This design comes from an exercise in tuning for small area, a short achievable clock period and few clock cycles on the open sky130 flow, not from production work.
Power figures rest on the tool's default switching activity, not on a simulated workload.

==> flow/design.v <==
module twb_flash_engine (
    input  wire        clk,
    input  wire        rst,
    input  wire        cmd_valid,
    output wire        cmd_ready,
    input  wire        cmd_verify,       
    input  wire [15:0] cmd_length,       
    input  wire [15:0] cmd_start_page,
    input  wire [7:0]  cmd_page_size,    
    input  wire        buf_valid,
    output wire        buf_ready,
    input  wire [7:0]  buf_data,
    output wire        tx_valid,
    input  wire        tx_ready,
    output wire [7:0]  tx_data,
    output wire        tx_last,
    input  wire        ack_valid,
    output wire        ack_ready,
    input  wire        ack_ok,
    input  wire        rx_valid,
    output wire        rx_ready,
    input  wire [7:0]  rx_data,
    output reg         rsp_valid,
    output wire [2:0]  rsp_status,
    output wire [15:0] rsp_page
);
    reg        st_idle, st_hdr, st_data, st_ack, st_read, st_fin;
    reg        verify;
    reg [7:0]  ps;
    reg [15:0] rem;          
    reg [7:0]  cnt;          
    reg [15:0] idx;          
    reg [15:0] addr;         
    reg [15:0] crc;          
    reg        mul;
    reg        nmul;         
    reg [7:0]  o_data;
    reg        o_valid, o_last;
    reg [7:0]  s_data;
    reg        s_valid;
    reg        tx_valid_q, buf_ready_q, rx_ready_q;
    wire [3:0] step  = crc[3:0];
    wire [1:0] h     = crc[5:4];
    wire       acarry = crc[8];
    reg        busy;         
    assign cmd_ready = ~busy;
    assign ack_ready = st_ack;
    assign tx_valid  = tx_valid_q;
    assign tx_data   = o_data;
    assign tx_last   = o_last;
    assign buf_ready = buf_ready_q;
    assign rx_ready  = rx_ready_q;
    assign rsp_page  = idx;
    assign rsp_status = crc[2:0];
    wire cmd_fire = st_idle & cmd_valid;
    wire tx_fire  = tx_valid_q & tx_ready;
    wire rx_fire  = rx_ready_q & rx_valid;
    wire buf_fire = buf_ready_q & buf_valid;
    wire ack_fire = st_ack & ack_valid;
    wire hdr_fire = st_hdr & tx_fire;
    wire lo_fire  = hdr_fire & (h == 2'd3);
    wire consume  = (st_data & tx_fire) | rx_fire;
    wire end_w    = st_data & tx_fire & o_last;
    wire end_v    = rx_fire & o_last;
    wire rem_nz   = |rem;
    wire more     = rem_nz | s_valid;
    wire       rx_ff  = &rx_data;
    wire [7:0] d      = rx_ff ? 8'h00 : (rx_data ^ o_data);
    wire [7:0] x      = crc[7:0] ^ d;
    wire       par    = ^x;
    wire [15:0] crc_upd = {par, x[7] ^ par, x[7:2] ^ x[6:1], crc[15] ^ x[1] ^ x[0],
                           crc[14] ^ x[0], crc[13:9], crc[8] ^ par};
    wire       crc_z  = (crc == 16'h0000);
    wire cnt_nz    = |cnt;
    wire in_page   = st_data | st_read | st_ack | (st_hdr & (h == 2'd3));
    wire ev        = consume | lo_fire;
    wire src_avail = s_valid | buf_valid | ~rem_nz;
    wire load      = in_page & cnt_nz & (ev | ~o_valid) & src_avail;
    wire [7:0] src = s_valid ? s_data : (rem_nz ? buf_data : 8'hFF);
    wire [7:0] add_a = nmul ? addr[7:0] : cnt;
    wire [7:0] add_b = (~nmul & ~addr[0]) ? 8'h00 : ps;
    wire [8:0] sum   = add_a + add_b;
    wire [7:0] hi_src = mul ? {cnt[0] ^ (addr[0] & ps[0]), addr[15:9]} : addr[15:8];
    wire adv_lo = hdr_fire & (h == 2'd2);
    wire adv_hi = st_hdr & (h == 2'd3) & acarry;
    wire adv    = adv_f | (ok_w & more);
    wire ok_w   = ack_fire & ack_ok & ~verify;
    wire adv_f  = st_fin & crc_z & more;
    wire ok_end = (ok_w & ~more) | (st_fin & crc_z & ~more) | abort;
    wire tr_end = ack_fire & ~ack_ok;
    wire ps_z   = (ps == 8'd0);
    wire abort  = st_hdr & mul & (step == 4'd1) & (ps_z | ~rem_nz);
    reg        n_idle, n_hdr, n_data, n_ack, n_read, n_fin;
    reg        n_mul;
    reg [7:0]  n_o;
    reg        n_ov, n_ol;
    reg        n_sv;
    reg [15:0] n_crc;
    always @(*) begin
        n_idle = st_idle | (st_fin & ~adv_f); n_hdr = st_hdr | adv_f; n_data = st_data; n_ack = st_ack;
        n_read = st_read; n_fin = 1'b0;
        if (cmd_fire) begin
            n_idle = 1'b0; n_hdr = 1'b1;
        end
        if (abort) begin
            n_idle = 1'b1; n_hdr = 1'b0;
        end
        if (lo_fire) begin
            n_hdr = 1'b0; n_data = ~verify; n_ack = verify;
        end
        if (end_w) begin
            n_data = 1'b0; n_ack = 1'b1;
        end
        if (ack_fire) begin
            n_ack  = 1'b0;
            n_read = ack_ok & verify;
            n_hdr  = ok_w & more;
            n_idle = ~ack_ok | (~verify & ~more);
        end
        if (end_v) begin
            n_read = 1'b0;
            n_fin  = 1'b1;
        end
        n_mul = cmd_fire | (mul & (step != 4'd15) & ~abort);
        if (st_idle) begin
            n_o = 8'h02; n_ov = 1'b1; n_ol = 1'b0;
        end else if (st_hdr & (h != 2'd3)) begin
            n_ov = 1'b1;
            case (h)
                2'd0:    begin n_o = 8'h01;    n_ol = 1'b0; end
                2'd1:    begin n_o = hi_src;   n_ol = 1'b0; end
                default: begin n_o = addr[7:0]; n_ol = verify; end
            endcase
            if (~tx_fire) begin
                n_o = o_data; n_ol = o_last;
            end
        end else if (ev) begin
            n_o  = cnt_nz ? src : 8'h02;
            n_ov = ~cnt_nz | src_avail;
            n_ol = cnt_nz & (cnt == 8'd1);
        end else begin
            n_o  = o_valid ? o_data : src;
            n_ov = o_valid | src_avail;
            n_ol = o_valid ? o_last : (cnt == 8'd1);
        end
        n_sv = st_idle ? 1'b0 : (s_valid ? ~load : (buf_fire & ~load));
        n_crc = {13'd0, st_fin & ~crc_z, 1'b0, (st_fin & ~crc_z) | tr_end | cmd_fire};
        if (st_read)
            n_crc = rx_fire ? crc_upd : crc;
        else if (abort)
            n_crc = {14'd0, ps_z, ps_z};
        else if (st_hdr & ~lo_fire)
            n_crc = {crc[15:9], adv_lo & sum[8], crc[7:6], h + {1'b0, tx_fire},
                     step + {3'd0, mul}};
    end
    reg [15:0] rem_bz, idx_c;
    integer bi;
    always @(*) begin
        for (bi = 0; bi < 16; bi = bi + 1) begin
            rem_bz[bi] = ~|(rem & ((16'd1 << bi) - 16'd1));
            idx_c[bi]  = &(idx | ~((16'd1 << bi) - 16'd1));
        end
    end
    wire [15:0] rem_dec = rem ^ rem_bz;
    wire [15:0] idx_inc = idx ^ idx_c;
    wire n_rem_nz = cmd_fire ? 1'b0 : (buf_fire ? (rem != 16'd1) : rem_nz);
    always @(posedge clk) begin
        if (rst) begin
            st_idle     <= 1'b1;
            busy        <= 1'b0;
            st_hdr      <= 1'b0;
            st_data     <= 1'b0;
            st_ack      <= 1'b0;
            st_read     <= 1'b0;
            st_fin      <= 1'b0;
            mul         <= 1'b0;
            nmul        <= 1'b1;
            tx_valid_q  <= 1'b0;
            buf_ready_q <= 1'b0;
            rx_ready_q  <= 1'b0;
            rsp_valid   <= 1'b0;
        end else begin
            st_idle     <= n_idle;
            busy        <= ~n_idle;
            st_hdr      <= n_hdr;
            st_data     <= n_data;
            st_ack      <= n_ack;
            st_read     <= n_read;
            st_fin      <= n_fin;
            mul         <= n_mul;
            nmul        <= ~n_mul;
            tx_valid_q  <= (n_hdr & (~n_mul | (n_crc[3:0] >= 4'd14))) | (n_data & n_ov);
            buf_ready_q <= ~n_idle & ~n_sv & n_rem_nz;
            rx_ready_q  <= n_read & n_ov;
            rsp_valid   <= abort | (ok_w & ~more) | tr_end | (st_fin & ~adv_f);
        end
        o_data  <= n_o;
        o_valid <= n_ov;
        o_last  <= n_ol;
        s_valid <= n_sv;
        crc     <= n_crc;
        if (cmd_fire)      addr <= {cmd_start_page[0] & cmd_page_size[0], cmd_start_page[15:1]};
        else if (mul)      addr <= {sum[0], addr[15:1]};
        else if (adv_lo)   addr[7:0] <= sum[7:0];
        else if (adv_hi)   addr[15:8] <= addr[15:8] + 8'd1;
        if (cmd_fire)       rem <= cmd_length;
        else if (buf_fire)  rem <= rem_dec;
        if (cmd_fire) begin
            verify <= cmd_verify;
            ps     <= cmd_page_size;
        end
        if (cmd_fire)        cnt <= cmd_start_page[0] ? {1'b0, cmd_page_size[7:1]} : 8'd0;
        else if (mul)        cnt <= sum[8:1];
        else if (st_hdr)     cnt <= (lo_fire & load) ? cnt - 8'd1 : ps;
        else if (load)       cnt <= cnt - 8'd1;
        if (~s_valid)        
            s_data <= buf_data;
        if (cmd_fire)     idx <= cmd_start_page;
        else if (adv)     idx <= idx_inc;
        else if (ok_end)  idx <= 16'd0;
    end
endmodule
==> flow/config.mk <==
export PLATFORM = sky130hd
export DESIGN_NAME = twb_flash_engine
export DESIGN_NICKNAME = twb_flash_engine
export VERILOG_FILES = /design/flow/design.v
export SDC_FILE = /design/flow/constraint.sdc
export NUM_CORES = 4
export LEC_CHECK = 0
export CAP_MARGIN = 20
export CORE_MARGIN = 2
export CORE_UTILIZATION = 40
export SLEW_MARGIN = 20
==> flow/constraint.sdc <==
create_clock -name core_clock -period 11.0 [get_ports {clk}]
set_input_delay 2.2000 -clock core_clock [delete_from_list [all_inputs] [get_ports {clk}]]
set_output_delay 2.2000 -clock core_clock [all_outputs]
set_load 0.01 [all_outputs]
standard.sh (not shown) runs the stock make flow with config.mk's settings and CLKGATE_MAP_FILE= SYNTH_SCRIPT=/design/flow/synth_recipe.tcl, a recipe that flattens the netlist after the stock synthesis.
==> flow/flow/run.sh <==
#!/bin/bash
# Standard ORFS layout with small port buffers and a lighter clock tree.
set -euo pipefail
export BUFFER_PORTS_ARGS="-buffer_cell sky130_fd_sc_hd__buf_1"
export CTS_ARGS="-sink_clustering_enable -repair_clock_nets -dont_use_dummy_load -buf_list {sky130_fd_sc_hd__clkbuf_4 sky130_fd_sc_hd__clkbuf_8} -sink_clustering_size 24 -sink_clustering_max_diameter 80"
export SETUP_SLACK_MARGIN=7.4
bash standard.sh > standard.log 2>&1
Change:
--- a/flow/design.v
+++ b/flow/design.v
@@ -18,13 +18,13 @@
     output wire        ack_ready,
     input  wire        ack_ok,
     input  wire        rx_valid,
     output wire        rx_ready,
     input  wire [7:0]  rx_data,
     output reg         rsp_valid,
-    output wire [2:0]  rsp_status,
+    output reg  [2:0]  rsp_status,
     output wire [15:0] rsp_page
 );
     reg        st_idle, st_hdr, st_data, st_ack, st_read, st_fin;
     reg        verify;
     reg [7:0]  ps;
     reg [15:0] rem;          
@@ -48,13 +48,12 @@
     assign tx_valid  = tx_valid_q;
     assign tx_data   = o_data;
     assign tx_last   = o_last;
     assign buf_ready = buf_ready_q;
     assign rx_ready  = rx_ready_q;
     assign rsp_page  = idx;
-    assign rsp_status = crc[2:0];
     wire cmd_fire = st_idle & cmd_valid;
     wire tx_fire  = tx_valid_q & tx_ready;
     wire rx_fire  = rx_ready_q & rx_valid;
     wire buf_fire = buf_ready_q & buf_valid;
     wire ack_fire = st_ack & ack_valid;
     wire hdr_fire = st_hdr & tx_fire;
@@ -141,17 +140,15 @@
         end else begin
             n_o  = o_valid ? o_data : src;
             n_ov = o_valid | src_avail;
             n_ol = o_valid ? o_last : (cnt == 8'd1);
         end
         n_sv = st_idle ? 1'b0 : (s_valid ? ~load : (buf_fire & ~load));
-        n_crc = {13'd0, st_fin & ~crc_z, 1'b0, (st_fin & ~crc_z) | tr_end | cmd_fire};
+        n_crc = {15'd0, cmd_fire};    
         if (st_read)
             n_crc = rx_fire ? crc_upd : crc;
-        else if (abort)
-            n_crc = {14'd0, ps_z, ps_z};
         else if (st_hdr & ~lo_fire)
             n_crc = {crc[15:9], adv_lo & sum[8], crc[7:6], h + {1'b0, tx_fire},
                      step + {3'd0, mul}};
     end
     reg [15:0] rem_bz, idx_c;
     integer bi;
@@ -215,8 +212,12 @@
         else if (load)       cnt <= cnt - 8'd1;
         if (~s_valid)        
             s_data <= buf_data;
         if (cmd_fire)     idx <= cmd_start_page;
         else if (adv)     idx <= idx_inc;
         else if (ok_end)  idx <= 16'd0;
+        if (abort)       rsp_status <= ps_z ? 3'd3 : 3'd0;
+        else if (tr_end) rsp_status <= 3'd1;
+        else if (st_fin) rsp_status <= crc_z ? 3'd0 : 3'd5;   
+        else if (ok_w)   rsp_status <= 3'd0;
     end
 endmodule
Design area rose by about 2%.
Combinational power went down by about 15%.
Non-clock buffer count drops by 4.
Power fell by about 4.5%.
Wire length stays flat.
Sequential power hardly moves.
Count of clock-buffer cells in the layout does not change.
Worst setup slack is better by 0.067 ns.
Global-route usage shrinks by 0.68 points.
Synthesized cell count grows by about 4%.
Sequential cell count rose by 3.
Fmax came out higher by about 2%.
Die area climbs by about 4%.
Via count grows by about 0.8%.
No functional check of the RTL was part of any run of this note.

[re-timing with driven ports]
The results above use ideal ports. As a check the final layouts listed here were re-extracted and re-timed, cells and wires unchanged.
Step 1 (the two cells are an assumption about what drives the block):
set clk [get_ports {clk}]
set_driving_cell -lib_cell sky130_fd_sc_hd__clkbuf_16 $clk
set_driving_cell -lib_cell sky130_fd_sc_hd__buf_2 [delete_from_list [all_inputs] $clk]
Step 2 also shifts input and output timing later by t, the mid clock arrival at the registers, as if the neighbouring blocks saw the same clock.
Three values: ideal ports, drivers, drivers and shift; two values: the first two.
run | t, ns | setup WS [ns] | hold slack, ns
the first run | 0.474 | 7.457 / 7.468 / 6.994 | 0.562 / 0.562 / 0.562
the second run | 0.464 | 7.524 / 7.543 / 7.080 | 0.532 / 0.532 / 0.532
After both steps every run listed still meets setup and hold. The setup slack of the first run, which loses most, moves by +0.011 ns with the drivers and by -0.463 ns with both steps.
